From an optimization exercise on the open Yosys and OpenROAD flow, aimed at small area, a short achievable clock period and few clock cycles per item; shortcuts taken in it are not production practice. Function was checked by simulation only, so behaviour that the tests miss may differ from the original. Power and IR drop assume default switching activity.

==> run H <==
## symbol_alphabet_rom
module symbol_alphabet_rom (
    input  wire        clk,
    input  wire        rst,
    input  wire        cmd_valid,
    output wire        cmd_ready,
    input  wire [3:0]  cmd_op,
    input  wire [63:0] cmd_opa,
    input  wire [63:0] cmd_opb,
    input  wire        si_valid,
    input  wire        si_end,
    input  wire [7:0]  si_char,
    output wire        si_ready,
    input  wire        pi_valid,
    input  wire        pi_end,
    input  wire [63:0] pi_lon,
    input  wire [63:0] pi_lat,
    output wire        pi_ready,
    output wire        so_valid,
    output wire [7:0]  so_char,
    input  wire        so_ready,
    output wire        po_valid,
    output wire [63:0] po_x,
    output wire [63:0] po_y,
    input  wire        po_ready,
    output wire        busy,
    output wire        done,
    output wire [1:0]  err,
    output wire        resv,
    output wire [63:0] res,
    output wire [31:0] ax,
    output wire [31:0] ay,
    output wire        axis
);
  localparam [3:0] OP_NOP    = 4'd0,  OP_SYMOF  = 4'd1,  OP_IDXOF  = 4'd2,  OP_RDNUM  = 4'd3,
                   OP_DECNUM = 4'd4,  OP_WRNUM  = 4'd5,  OP_TOFIXX = 4'd6,  OP_TOFIXY = 4'd7,
                   OP_TODEGX = 4'd8,  OP_TODEGY = 4'd9,  OP_ACLR   = 4'd10, OP_AADD   = 4'd11,
                   OP_ALOAD  = 4'd12, OP_ADIFF  = 4'd13, OP_DECODE = 4'd14, OP_ENCODE = 4'd15;
  localparam [1:0] TIER_SMALL = 2'd0, TIER_MEDIUM = 2'd1, TIER_FULL = 2'd2, TIER_RAW = 2'd3;
  localparam [1:0] TD_NONE = 2'd0, TD_X = 2'd1, TD_Y = 2'd2, TD_RES = 2'd3;
  localparam integer DSTEP = 12;
  reg        busy_r;
  reg        first;         
  reg        second;        
  reg [3:0]  op;
  ...
Settings: LEC_CHECK=0, ABC_AREA=1, CAP_MARGIN=20, CORE_MARGIN=2, CORE_UTILIZATION=25, GPL_ROUTABILITY_DRIVEN=1, PLACE_DENSITY=0.5, SETUP_SLACK_MARGIN=0.4, SLEW_MARGIN=20; clock period 24.0 ns.
run.sh (not shown) runs the stock make flow with config.mk's settings and CLKGATE_MAP_FILE= SYNTH_SCRIPT=/design/flow/synth_recipe.tcl, a recipe that flattens the netlist after the stock synthesis.
==> inputs of run E, as changes to run H <==
--- a/flow/design.v
+++ b/flow/design.v
@@ -476,18 +476,18 @@
   reg  [2:0]  ebm;
   reg  [6:0]  stm;
   reg  [8:2]  onm;
   reg  [4:0]  nzm;
   reg         dv, dy, dneg;
   reg  [1:0]  dc;
   reg  [35:0] dq;           
   reg  [6:0]  dr;
-  reg  [31:0] fq;           
-  reg         vfq;
+  reg  [31:0] fx, fy;
+  reg         vfx, vfy;
   reg         wsel;         
   reg  [29:0] osr;           
   reg  [29:0] nw;           
   reg  [2:0]  nwl;
   reg         nwv;
   reg  [2:0]  ocnt;
   reg  [7:0]  ochr;
   wire [7:0] rom_char;
@@ -519,41 +519,41 @@
   always @(*) begin
     case (tier)
       TIER_SMALL:  payload = {{21{~osr[10]}}, ~osr[10], osr[9:0]};
       TIER_MEDIUM: payload = {{16{~osr[15]}}, ~osr[15], osr[14:0]};
       TIER_FULL:   payload = {4'd0, osr[27:0]};
       default:     payload = {2'd0, osr};
     endcase
   end
-  wire enc_load = op_enc && !first && !nwv && vfq;           
+  wire enc_load = op_enc && !nwv && (wsel ? vfy : vfx);       
   wire wr_load  = op_wr && first;
   wire nw_take  = nwv && ((ocnt == 3'd0) || ((ocnt == 3'd1) && so_ready));
   reg  [31:0] amux;
   reg  [31:0] bmux;
   reg         inv;
   always @(*) begin
     amux = payload;
     bmux = 32'd0;
     inv  = 1'b0;
     if (op_fix) begin
-      amux = fq;
+      amux = (op == OP_TOFIXY) ? fy : fx;
     end else if (op_wr) begin
       amux = opr[31:0];
     end else if (op_acc) begin
       amux = opr[63:32];
       if (op_bacc) bmux = opr[0] ? acc_y : acc_x;
       inv  = op_sub;
     end else if (op_dec) begin
       if (tier != TIER_FULL) bmux = axis_bn ? acc_x : acc_y;
     end
   end
   wire [31:0] sum;
   fast_add #(.W(32), .L(5)) u_add (.a(amux), .b(bmux ^ {32{inv}}), .ci(inv), .s(sum));
-  wire [31:0] ea = fq;
+  wire [31:0] ea = wsel ? fy : fx;
   wire [31:0] eb = wsel ? acc_y : acc_x;
   wire [31:0] ed;
   fast_add #(.W(32), .L(5)) u_esub (.a(ea), .b(~eb), .ci(1'b1), .s(ed));
   wire [29:0] word_e, word_w;
   wire [2:0]  wlen_e, wlen_w;
   num_word u_we (.d(ed),  .a(ea),         .word(word_e), .len(wlen_e));
   num_word u_ww (.d(opr[31:0]), .a(opr[63:32]), .word(word_w), .len(wlen_w));
   wire [29:0] word = op_wr ? word_w : word_e;
@@ -661,17 +661,17 @@
   assign dq_s[0] = dq;
   genvar g;
   generate for (g = 0; g < DSTEP; g = g + 1) begin : dstep
     wire q;
     div45_step u_step (.r(dr_s[g]), .b(dq_s[g][35]), .ro(dr_s[g+1]), .q(q));
     assign dq_s[g+1] = {dq_s[g][34:0], q};
   end endgenerate
   wire        dlast   = dv && (dc == 2'd2);
-  wire        dout_ok = !vfq || enc_load;
+  wire        dout_ok = dy ? !vfy : !vfx;
   wire        dfree   = !dv || (dlast && dout_ok);
   wire        takem   = vm && dfree;
   wire        takea   = va && !vm;
   wire        canA    = !va || takea;
   assign cmd_ready = !busy_r;
   assign busy      = busy_r;
   assign done      = done_r;
   assign err       = {1'b0, err_r};
@@ -690,21 +690,22 @@
   assign po_y      = po_yr;
   reg fin;
   always @(*) begin
     fin = 1'b0;
     if (busy_r) begin
       case (op)
         OP_RDNUM, OP_DECNUM: fin = apply_now || (s2_go && h_end);
         OP_DECODE:           fin = endq && !cmp && !cx && !cy && (tdst == TD_NONE) && (!po_v || po_ready);
-        OP_ENCODE:           fin = (fph == 2'd3) && !va && !vm && !dv && !vfq && !nwv &&
+        OP_ENCODE:           fin = (fph == 2'd3) && !va && !vm && !dv && !vfx && !vfy && !nwv &&
                                    ((ocnt == 3'd0) || (ocnt == 3'd1 && so_ready));
         OP_WRNUM:            fin = !first && ocnt == 3'd1 && so_ready;
         OP_SYMOF:            fin = second;
-        OP_TOFIXX, OP_TOFIXY: fin = vfq;
+        OP_TOFIXX:           fin = vfx;
+        OP_TOFIXY:           fin = vfy;
         OP_TODEGX, OP_TODEGY: fin = (tdst == TD_RES);
         default:             fin = first;
       endcase
     end
   end
   wire pf_go = busy_r && !first && !op_enc && !op_fix && cmd_valid && (cmd_op == OP_ENCODE) &&
                pi_valid && !pi_end && (pfs != 2'd2);
   wire [63:0] opr_cmd = {((cmd_op == OP_WRNUM) || (cmd_op == OP_AADD) || (cmd_op == OP_ALOAD) ||
@@ -717,17 +718,17 @@
     else if ((op_enc && fph == 2'd1 || pf_go && pfs == 2'd1) && canA)
       opr <= pi_lat;
     if (si_valid && si_ready) f0 <= {si_end, si_char};
     if (s2_sym) begin
       osr <= {osr[23:0], rev_index};
       if (!op_rd && scnt == 3'd0)
         tier <= (rev_index[5:4] == 2'b11) ? TIER_FULL : rev_index[5] ? TIER_MEDIUM : TIER_SMALL;
     end
-    if (busy_r && first) begin
+    if (accept) begin
       osr  <= 30'd0;
       tier <= TIER_RAW;
     end
     if (busy_r && first && (op == OP_TODEGX || op == OP_TODEGY)) tin <= t_c;
     else if (apply_now && op_dec)                                tin <= t_c;
     if (conv_x || conv_y || conv_r) begin
       ta <= t_a;
       ts <= t_s;
@@ -750,17 +751,18 @@
       dr   <= {6'd0, f_dvd[36]};
       dy   <= ym;
       dneg <= f_flip;
     end else if (dv && dc != 2'd2) begin
       dq <= dq_s[DSTEP];
       dr <= dr_s[DSTEP];
     end
     if (dlast && dout_ok) begin
-      fq <= dq_s[DSTEP][31:0] ^ {dneg, 31'd0};
+      if (dy) fy <= dq_s[DSTEP][31:0] ^ {dneg, 31'd0};
+      else    fx <= dq_s[DSTEP][31:0] ^ {dneg, 31'd0};
     end
     if (enc_load || wr_load) begin
       nw  <= word;
       nwl <= wlen;
     end
     if (oload) begin
       osr  <= nw;
       ochr <= rom_char2;
@@ -829,31 +831,30 @@
         done_r <= 1'b0;
         err_r  <= 1'b0;
         resv_r <= 1'b0;
         f0v    <= 1'b0;
         endin  <= 1'b0;
         endq   <= 1'b0;
         innum  <= 1'b0;
         scnt   <= (cmd_op == OP_RDNUM) ? cmd_opa[2:0] : 3'd0;
-        cmp    <= 1'b0;
+        cmp    <= (cmd_op == OP_RDNUM) && (cmd_opa[2:0] == 3'd0);
         fph    <= (pfs == 2'd1) ? 2'd1 : 2'd0;
         pcons  <= (pfs == 2'd2);
         wsel   <= 1'b0;
+        if (cmd_op == OP_DECODE || cmd_op == OP_ENCODE || cmd_op == OP_ACLR) begin
+          acc_x <= 32'd0;
+          acc_y <= 32'd0;
+        end
         if (cmd_op == OP_DECODE || cmd_op == OP_ENCODE)
           axis_r <= 1'b0;
         if (cmd_op == OP_DECODE || cmd_op == OP_ENCODE)
           axis_bn <= 1'b1;
       end else if (busy_r) begin
         if (first) begin
-          if (op_dec || op_enc || op == OP_ACLR) begin
-            acc_x <= 32'd0;
-            acc_y <= 32'd0;
-          end
-          if (op_rd && scnt == 3'd0) cmp <= 1'b1;    
           case (op)
             OP_IDXOF: begin res_r <= {58'd0, rev_index}; resv_r <= rev_found; end
             OP_AADD, OP_ALOAD: begin
               res_r  <= {32'd0, sum};
               resv_r <= 1'b1;
               if (opr[0]) acc_y <= sum; else acc_x <= sum;
             end
             OP_ADIFF: begin res_r <= {32'd0, sum}; resv_r <= 1'b1; end
@@ -916,50 +917,52 @@
           case (fph)
             2'd0: if (canA && pi_valid) fph <= pi_end ? 2'd2 : 2'd1;
             2'd1: if (canA && pi_valid) fph <= 2'd0;
             2'd2: if (pi_valid) fph <= 2'd3;
             default: ;
           endcase
         end
         if (enc_load) begin
-          if (wsel) acc_y <= fq;
-          else      acc_x <= fq;
+          if (wsel) acc_y <= fy;
+          else      acc_x <= fx;
           wsel <= !wsel;
         end
         if (enc_load || wr_load) nwv <= 1'b1;
         else if (nw_take)        nwv <= 1'b0;
         if (oload)       ocnt <= nwl;
         else if (oshift) ocnt <= ocnt - 3'd1;
-        if (op_fix && vfq) begin
+        if (op_fix && (vfx || vfy)) begin
           res_r  <= {32'd0, sum};
           resv_r <= 1'b1;
         end
         if (fin) begin
           busy_r <= 1'b0;
           done_r <= 1'b1;
           if (op_wr) resv_r <= 1'b1;
         end
       end
     end
   end
   wire ld_lon = (busy_r && op_enc && !pcons && fph == 2'd0 && pi_valid && !pi_end ||
                  pf_go && pfs == 2'd0) && canA;
   wire ld_lat = (busy_r && op_enc && fph == 2'd1 && pi_valid || pf_go && pfs == 2'd1) && canA;
   wire ld_fix = accept && ((cmd_op == OP_TOFIXX) || (cmd_op == OP_TOFIXY));
-  wire use_fq = busy_r && (enc_load || op_fix && vfq);
+  wire use_fx = busy_r && (enc_load && !wsel || op_fix && vfx);
+  wire use_fy = busy_r && (enc_load && wsel || op_fix && vfy);
   always @(posedge clk) begin
     if (rst) begin
       pfs <= 2'd0;
       va  <= 1'b0;
       ya  <= 1'b0;
       vm  <= 1'b0;
       dv  <= 1'b0;
       dc  <= 2'd0;
-      vfq <= 1'b0;
+      vfx <= 1'b0;
+      vfy <= 1'b0;
     end else begin
       if (accept)
         pfs <= 2'd0;
       else if (pf_go && canA)
         pfs <= pfs + 2'd1;
       if (ld_lon || ld_lat || ld_fix) va <= 1'b1;
       else if (takea)                 va <= 1'b0;
       if (ld_lat)      ya <= 1'b1;
@@ -970,18 +973,20 @@
       if (takem) begin
         dv <= 1'b1;
         dc <= 2'd0;
       end else if (dv && dc != 2'd2) begin
         dc <= dc + 2'd1;
       end else if (dlast && dout_ok) begin
         dv <= 1'b0;
       end
-      if (dlast && dout_ok) vfq <= 1'b1;
-      else if (use_fq)      vfq <= 1'b0;
+      if (dlast && dout_ok && !dy) vfx <= 1'b1;
+      else if (use_fx)             vfx <= 1'b0;
+      if (dlast && dout_ok && dy)  vfy <= 1'b1;
+      else if (use_fy)             vfy <= 1'b0;
     end
   end
 endmodule
 module num_word (
     input  wire [31:0] d,
     input  wire [31:0] a,
     output wire [29:0] word,
     output wire [2:0]  len
CORE_UTILIZATION = 15   (was 25)
PLACE_DENSITY = 0.35   (was 0.5)
==> inputs of run R, as changes to run H <==
--- a/flow/design.v
+++ b/flow/design.v
@@ -292,27 +292,26 @@
   end
   assign ro = {r3o, r2o, r1o};
   assign q  = q3;
 endmodule
 module coord_todeg_sub (
     input  wire [31:0] n,         
     output wire [32:0] c          
 );
-  wire [5:0]  hi = {n[31], n[31:27]} - 6'd1;
-  wire        sg = hi[5];
-  assign c = {sg, {hi[4:0], n[26:0]} ^ {32{sg}}};
+  wire [5:0] hi = {n[31], n[31:27]} - 6'd1;
+  assign c = {hi, n[26:0]};
 endmodule
 module coord_todeg_mul (
     input  wire [32:0] c,         
     output wire [38:0] a,         
     output wire        s          
 );
   assign s = c[32];
-  wire [32:0] ci = {1'b0, c[31:0]};                   
+  wire [32:0] ci = c ^ {33{s}};                       
   wire [38:0] p0 = {ci, 5'd0};
   wire [38:0] p1 = {2'd0, ci, 3'd0};
   wire [38:0] p2 = {3'd0, ci, 2'd0};
   wire [38:0] p3 = {6'd0, ci};
   wire [38:0] p4 = {33'd0, s, 1'b0, s, s, 1'b0, s};   
   wire [38:0] s1 = p0 ^ p1 ^ p2;
   wire [38:0] c1 = {(p0[37:0] & p1[37:0]) | (p0[37:0] & p2[37:0]) | (p1[37:0] & p2[37:0]), 1'b0};
   wire [38:0] s2 = s1 ^ c1 ^ p3;
@@ -440,27 +439,27 @@
   reg        busy_r;
   reg        first;         
   reg        second;        
   reg [3:0]  op;
   reg [63:0] opr;           
   reg [31:0] acc_x;
   reg [31:0] acc_y;
   reg        axis_r;
-  reg        axis_bn;       
   reg [63:0] res_r;
   reg        resv_r;
   reg        done_r;
   reg        err_r;
   wire accept = cmd_valid && !busy_r && (cmd_op != OP_NOP);
   reg  op_rd, op_dn, op_dec, op_enc, op_wr, op_fix, op_read, op_acc, op_sub, op_bacc;
   reg  [8:0]  f0;           
   reg         f0v;
   reg         endin;        
   reg         endq;         
+  reg  [29:0] num;
   reg  [2:0]  scnt;         
   reg  [1:0]  tier;
   reg         innum;        
   reg         cmp;          
   reg         cx, cy;       
   reg  [32:0] tin;          
   reg  [38:0] ta;
   reg         ts, ty;
@@ -476,97 +475,88 @@
   reg  [2:0]  ebm;
   reg  [6:0]  stm;
   reg  [8:2]  onm;
   reg  [4:0]  nzm;
   reg         dv, dy, dneg;
   reg  [1:0]  dc;
   reg  [35:0] dq;           
   reg  [6:0]  dr;
-  reg  [31:0] fq;           
-  reg         vfq;
+  reg  [31:0] fx, fy;
+  reg         vfx, vfy;
   reg         wsel;         
-  reg  [29:0] osr;           
+  reg  [29:0] osr;
   reg  [29:0] nw;           
   reg  [2:0]  nwl;
   reg         nwv;
   reg  [2:0]  ocnt;
   reg  [7:0]  ochr;
   wire [7:0] rom_char;
   wire       rev_found;
   wire [5:0] rev_index;
   reg  [5:0] rom_idx;
   alphabet_rom u_rom (
       .sym_index (rom_idx),
       .sym_char  (rom_char),
       .chr       (op_read ? f0[7:0] : opr[7:0]),
       .chr_found (rev_found),
       .chr_index (rev_index)
   );
-  wire [7:0] rom_char2;
-  wire       rom2_f;
-  wire [5:0] rom2_i;
-  alphabet_rom u_rom2 (
-      .sym_index (nw[29:24]),
-      .sym_char  (rom_char2),
-      .chr       (8'd0),
-      .chr_found (rom2_f),
-      .chr_index (rom2_i)
-  );
   wire apply_now = cmp && (!op_dec || (axis_r ? !cy && (!cx || conv_x) : !cx && (!cy || conv_y)));
   wire s2_go     = busy_r && op_read && f0v && !endq && (!cmp || apply_now);
   wire h_end     = f0[8];
   wire s2_sym    = s2_go && !h_end && rev_found;
   reg  [31:0] payload;
   always @(*) begin
     case (tier)
-      TIER_SMALL:  payload = {{21{~osr[10]}}, ~osr[10], osr[9:0]};
-      TIER_MEDIUM: payload = {{16{~osr[15]}}, ~osr[15], osr[14:0]};
-      TIER_FULL:   payload = {4'd0, osr[27:0]};
-      default:     payload = {2'd0, osr};
+      TIER_SMALL:  payload = {{21{~num[10]}}, ~num[10], num[9:0]};
+      TIER_MEDIUM: payload = {{16{~num[15]}}, ~num[15], num[14:0]};
+      TIER_FULL:   payload = {4'd0, num[27:0]};
+      default:     payload = {2'd0, num};
     endcase
   end
-  wire enc_load = op_enc && !first && !nwv && vfq;           
+  wire enc_load = op_enc && !nwv && (wsel ? vfy : vfx);       
   wire wr_load  = op_wr && first;
   wire nw_take  = nwv && ((ocnt == 3'd0) || ((ocnt == 3'd1) && so_ready));
   reg  [31:0] amux;
   reg  [31:0] bmux;
   reg         inv;
   always @(*) begin
     amux = payload;
     bmux = 32'd0;
     inv  = 1'b0;
     if (op_fix) begin
-      amux = fq;
+      amux = (op == OP_TOFIXY) ? fy : fx;
     end else if (op_wr) begin
       amux = opr[31:0];
     end else if (op_acc) begin
       amux = opr[63:32];
       if (op_bacc) bmux = opr[0] ? acc_y : acc_x;
       inv  = op_sub;
     end else if (op_dec) begin
-      if (tier != TIER_FULL) bmux = axis_bn ? acc_x : acc_y;
+      if (tier != TIER_FULL) bmux = axis_r ? acc_y : acc_x;
     end
   end
   wire [31:0] sum;
   fast_add #(.W(32), .L(5)) u_add (.a(amux), .b(bmux ^ {32{inv}}), .ci(inv), .s(sum));
-  wire [31:0] ea = fq;
+  wire [31:0] ea = wsel ? fy : fx;
   wire [31:0] eb = wsel ? acc_y : acc_x;
   wire [31:0] ed;
   fast_add #(.W(32), .L(5)) u_esub (.a(ea), .b(~eb), .ci(1'b1), .s(ed));
   wire [29:0] word_e, word_w;
   wire [2:0]  wlen_e, wlen_w;
   num_word u_we (.d(ed),  .a(ea),         .word(word_e), .len(wlen_e));
-  num_word u_ww (.d(opr[31:0]), .a(opr[63:32]), .word(word_w), .len(wlen_w));
+  num_word u_ww (.d(sum), .a(opr[63:32]), .word(word_w), .len(wlen_w));
   wire [29:0] word = op_wr ? word_w : word_e;
   wire [2:0]  wlen = op_wr ? wlen_w : wlen_e;
   wire        oload  = nw_take;
   wire        oshift = (ocnt != 3'd0) && so_ready;
   always @(*) begin
     if (busy_r && op == OP_SYMOF) rom_idx = opr[5:0];
+    else if (oload)               rom_idx = nw[29:24];
     else                          rom_idx = osr[23:18];
   end
   wire conv_x = cx && !po_v;
   wire conv_y = cy && !cx && !po_v;
   wire conv_r = busy_r && second && (op == OP_TODEGX || op == OP_TODEGY);
   wire [38:0] t_a;
   wire        t_s;
   wire [32:0] t_c;
@@ -661,17 +651,17 @@
   assign dq_s[0] = dq;
   genvar g;
   generate for (g = 0; g < DSTEP; g = g + 1) begin : dstep
     wire q;
     div45_step u_step (.r(dr_s[g]), .b(dq_s[g][35]), .ro(dr_s[g+1]), .q(q));
     assign dq_s[g+1] = {dq_s[g][34:0], q};
   end endgenerate
   wire        dlast   = dv && (dc == 2'd2);
-  wire        dout_ok = !vfq || enc_load;
+  wire        dout_ok = dy ? !vfy : !vfx;
   wire        dfree   = !dv || (dlast && dout_ok);
   wire        takem   = vm && dfree;
   wire        takea   = va && !vm;
   wire        canA    = !va || takea;
   assign cmd_ready = !busy_r;
   assign busy      = busy_r;
   assign done      = done_r;
   assign err       = {1'b0, err_r};
@@ -690,21 +680,22 @@
   assign po_y      = po_yr;
   reg fin;
   always @(*) begin
     fin = 1'b0;
     if (busy_r) begin
       case (op)
         OP_RDNUM, OP_DECNUM: fin = apply_now || (s2_go && h_end);
         OP_DECODE:           fin = endq && !cmp && !cx && !cy && (tdst == TD_NONE) && (!po_v || po_ready);
-        OP_ENCODE:           fin = (fph == 2'd3) && !va && !vm && !dv && !vfq && !nwv &&
+        OP_ENCODE:           fin = (fph == 2'd3) && !va && !vm && !dv && !vfx && !vfy && !nwv &&
                                    ((ocnt == 3'd0) || (ocnt == 3'd1 && so_ready));
         OP_WRNUM:            fin = !first && ocnt == 3'd1 && so_ready;
         OP_SYMOF:            fin = second;
-        OP_TOFIXX, OP_TOFIXY: fin = vfq;
+        OP_TOFIXX:           fin = vfx;
+        OP_TOFIXY:           fin = vfy;
         OP_TODEGX, OP_TODEGY: fin = (tdst == TD_RES);
         default:             fin = first;
       endcase
     end
   end
   wire pf_go = busy_r && !first && !op_enc && !op_fix && cmd_valid && (cmd_op == OP_ENCODE) &&
                pi_valid && !pi_end && (pfs != 2'd2);
   wire [63:0] opr_cmd = {((cmd_op == OP_WRNUM) || (cmd_op == OP_AADD) || (cmd_op == OP_ALOAD) ||
@@ -713,22 +704,22 @@
     if (!busy_r && !va)
       opr <= opr_cmd;
     else if ((op_enc && !pcons && fph == 2'd0 || pf_go && pfs == 2'd0) && canA)
       opr <= pi_lon;
     else if ((op_enc && fph == 2'd1 || pf_go && pfs == 2'd1) && canA)
       opr <= pi_lat;
     if (si_valid && si_ready) f0 <= {si_end, si_char};
     if (s2_sym) begin
-      osr <= {osr[23:0], rev_index};
+      num <= {num[23:0], rev_index};
       if (!op_rd && scnt == 3'd0)
         tier <= (rev_index[5:4] == 2'b11) ? TIER_FULL : rev_index[5] ? TIER_MEDIUM : TIER_SMALL;
     end
-    if (busy_r && first) begin
-      osr  <= 30'd0;
+    if (accept) begin
+      num  <= 30'd0;
       tier <= TIER_RAW;
     end
     if (busy_r && first && (op == OP_TODEGX || op == OP_TODEGY)) tin <= t_c;
     else if (apply_now && op_dec)                                tin <= t_c;
     if (conv_x || conv_y || conv_r) begin
       ta <= t_a;
       ts <= t_s;
       ty <= conv_y || (!conv_x && op == OP_TODEGY);
@@ -750,25 +741,26 @@
       dr   <= {6'd0, f_dvd[36]};
       dy   <= ym;
       dneg <= f_flip;
     end else if (dv && dc != 2'd2) begin
       dq <= dq_s[DSTEP];
       dr <= dr_s[DSTEP];
     end
     if (dlast && dout_ok) begin
-      fq <= dq_s[DSTEP][31:0] ^ {dneg, 31'd0};
+      if (dy) fy <= dq_s[DSTEP][31:0] ^ {dneg, 31'd0};
+      else    fx <= dq_s[DSTEP][31:0] ^ {dneg, 31'd0};
     end
     if (enc_load || wr_load) begin
       nw  <= word;
       nwl <= wlen;
     end
     if (oload) begin
       osr  <= nw;
-      ochr <= rom_char2;
+      ochr <= rom_char;
     end else if (oshift) begin
       osr  <= {osr[23:0], 6'd0};
       ochr <= rom_char;
     end else if (busy_r && first && op == OP_SYMOF) begin
       ochr <= rom_char;
     end
   end
   always @(posedge clk) begin
@@ -785,17 +777,16 @@
       op_fix <= 1'b0;
       op_read <= 1'b0;
       op_acc <= 1'b0;
       op_sub <= 1'b0;
       op_bacc <= 1'b0;
       acc_x  <= 32'd0;
       acc_y  <= 32'd0;
       axis_r <= 1'b0;
-      axis_bn <= 1'b1;
       res_r  <= 64'd0;
       resv_r <= 1'b0;
       done_r <= 1'b0;
       err_r  <= 1'b0;
       f0v    <= 1'b0;
       endin  <= 1'b0;
       endq   <= 1'b0;
       scnt   <= 3'd0;
@@ -829,31 +820,28 @@
         done_r <= 1'b0;
         err_r  <= 1'b0;
         resv_r <= 1'b0;
         f0v    <= 1'b0;
         endin  <= 1'b0;
         endq   <= 1'b0;
         innum  <= 1'b0;
         scnt   <= (cmd_op == OP_RDNUM) ? cmd_opa[2:0] : 3'd0;
-        cmp    <= 1'b0;
+        cmp    <= (cmd_op == OP_RDNUM) && (cmd_opa[2:0] == 3'd0);
         fph    <= (pfs == 2'd1) ? 2'd1 : 2'd0;
         pcons  <= (pfs == 2'd2);
         wsel   <= 1'b0;
+        if (cmd_op == OP_DECODE || cmd_op == OP_ENCODE || cmd_op == OP_ACLR) begin
+          acc_x <= 32'd0;
+          acc_y <= 32'd0;
+        end
         if (cmd_op == OP_DECODE || cmd_op == OP_ENCODE)
           axis_r <= 1'b0;
-        if (cmd_op == OP_DECODE || cmd_op == OP_ENCODE)
-          axis_bn <= 1'b1;
       end else if (busy_r) begin
         if (first) begin
-          if (op_dec || op_enc || op == OP_ACLR) begin
-            acc_x <= 32'd0;
-            acc_y <= 32'd0;
-          end
-          if (op_rd && scnt == 3'd0) cmp <= 1'b1;    
           case (op)
             OP_IDXOF: begin res_r <= {58'd0, rev_index}; resv_r <= rev_found; end
             OP_AADD, OP_ALOAD: begin
               res_r  <= {32'd0, sum};
               resv_r <= 1'b1;
               if (opr[0]) acc_y <= sum; else acc_x <= sum;
             end
             OP_ADIFF: begin res_r <= {32'd0, sum}; resv_r <= 1'b1; end
@@ -891,17 +879,16 @@
           end
         end
         if (apply_now) begin
           cmp <= 1'b0;
           if (op_dec) begin
             if (axis_r) begin acc_y <= sum; cy <= 1'b1; end
             else        begin acc_x <= sum; cx <= 1'b1; end
             axis_r <= !axis_r;
-            axis_bn <= axis_r;
           end else begin
             res_r  <= {30'd0, op_dn ? tier : 2'd0, sum};
             resv_r <= 1'b1;
           end
         end
         if (conv_x) cx <= 1'b0;
         if (conv_y) cy <= 1'b0;
         tdst <= conv_x ? TD_X : conv_y ? TD_Y : conv_r ? TD_RES : TD_NONE;
@@ -916,50 +903,52 @@
           case (fph)
             2'd0: if (canA && pi_valid) fph <= pi_end ? 2'd2 : 2'd1;
             2'd1: if (canA && pi_valid) fph <= 2'd0;
             2'd2: if (pi_valid) fph <= 2'd3;
             default: ;
           endcase
         end
         if (enc_load) begin
-          if (wsel) acc_y <= fq;
-          else      acc_x <= fq;
+          if (wsel) acc_y <= fy;
+          else      acc_x <= fx;
           wsel <= !wsel;
         end
         if (enc_load || wr_load) nwv <= 1'b1;
         else if (nw_take)        nwv <= 1'b0;
         if (oload)       ocnt <= nwl;
         else if (oshift) ocnt <= ocnt - 3'd1;
-        if (op_fix && vfq) begin
+        if (op_fix && (vfx || vfy)) begin
           res_r  <= {32'd0, sum};
           resv_r <= 1'b1;
         end
         if (fin) begin
           busy_r <= 1'b0;
           done_r <= 1'b1;
           if (op_wr) resv_r <= 1'b1;
         end
       end
     end
   end
   wire ld_lon = (busy_r && op_enc && !pcons && fph == 2'd0 && pi_valid && !pi_end ||
                  pf_go && pfs == 2'd0) && canA;
   wire ld_lat = (busy_r && op_enc && fph == 2'd1 && pi_valid || pf_go && pfs == 2'd1) && canA;
   wire ld_fix = accept && ((cmd_op == OP_TOFIXX) || (cmd_op == OP_TOFIXY));
-  wire use_fq = busy_r && (enc_load || op_fix && vfq);
+  wire use_fx = busy_r && (enc_load && !wsel || op_fix && vfx);
+  wire use_fy = busy_r && (enc_load && wsel || op_fix && vfy);
   always @(posedge clk) begin
     if (rst) begin
       pfs <= 2'd0;
       va  <= 1'b0;
       ya  <= 1'b0;
       vm  <= 1'b0;
       dv  <= 1'b0;
       dc  <= 2'd0;
-      vfq <= 1'b0;
+      vfx <= 1'b0;
+      vfy <= 1'b0;
     end else begin
       if (accept)
         pfs <= 2'd0;
       else if (pf_go && canA)
         pfs <= pfs + 2'd1;
       if (ld_lon || ld_lat || ld_fix) va <= 1'b1;
       else if (takea)                 va <= 1'b0;
       if (ld_lat)      ya <= 1'b1;
@@ -970,18 +959,20 @@
       if (takem) begin
         dv <= 1'b1;
         dc <= 2'd0;
       end else if (dv && dc != 2'd2) begin
         dc <= dc + 2'd1;
       end else if (dlast && dout_ok) begin
         dv <= 1'b0;
       end
-      if (dlast && dout_ok) vfq <= 1'b1;
-      else if (use_fq)      vfq <= 1'b0;
+      if (dlast && dout_ok && !dy) vfx <= 1'b1;
+      else if (use_fx)             vfx <= 1'b0;
+      if (dlast && dout_ok && dy)  vfy <= 1'b1;
+      else if (use_fy)             vfy <= 1'b0;
     end
   end
 endmodule
 module num_word (
     input  wire [31:0] d,
     input  wire [31:0] a,
     output wire [29:0] word,
     output wire [2:0]  len
==> comparison <==
- Run E ran to the end with no violations. Run H ran to the end with no violations. Run R ran to the end with no violations.
- Register-to-register slack, lowest first: run E, run R, run H.
- Clock power: run E > run R > run H.
- In run H the non-clock buffer count is lower than in run E, by 20.
- Against run R, the synthesized area of run E is lower by about 0.46%.
Testbench counts of run H, summed over its fixed seeds: cycles 12,516, items 1,954.
Testbench counts of run E, summed over its fixed seeds: cycles 12,383, items 1,954.
Testbench counts of run R, summed over its fixed seeds: cycles 12,383, items 1,954.

## afterwards: timing with drivers on the ports
In the flow no input, the clock included, has a driving cell. The finished layouts below were timed again as built, in two steps.
Step 1, drivers: a clkbuf_16 drives clk and a buf_2 each remaining input, both assumed.
Step 2 adds t to the input delays and takes it off the output delays; t is the mean of the earliest and latest rising clock arrival at the registers after step 1. Input paths then give back, and output paths get back, about the clock's delay inside the block.
a / b / c = no drivers / after step 1 / after step 2; a / b = the first two.
run	t, ns	setup WS [ns]	worst setup path at the end	worst slew at a driven data input, ns
run H	0.778	15.984 / 15.904 / 15.726	input to register	0.09
run E	0.811	15.035 / 15.035 / 15.035	register to register	0.15
run R	0.811	15.436 / 15.436 / 14.982	input to register	0.18
After both steps setup and hold are still met in every run listed. The setup slack of run R, which loses most, moves by 0.000 ns with the drivers and by -0.454 ns with both steps.
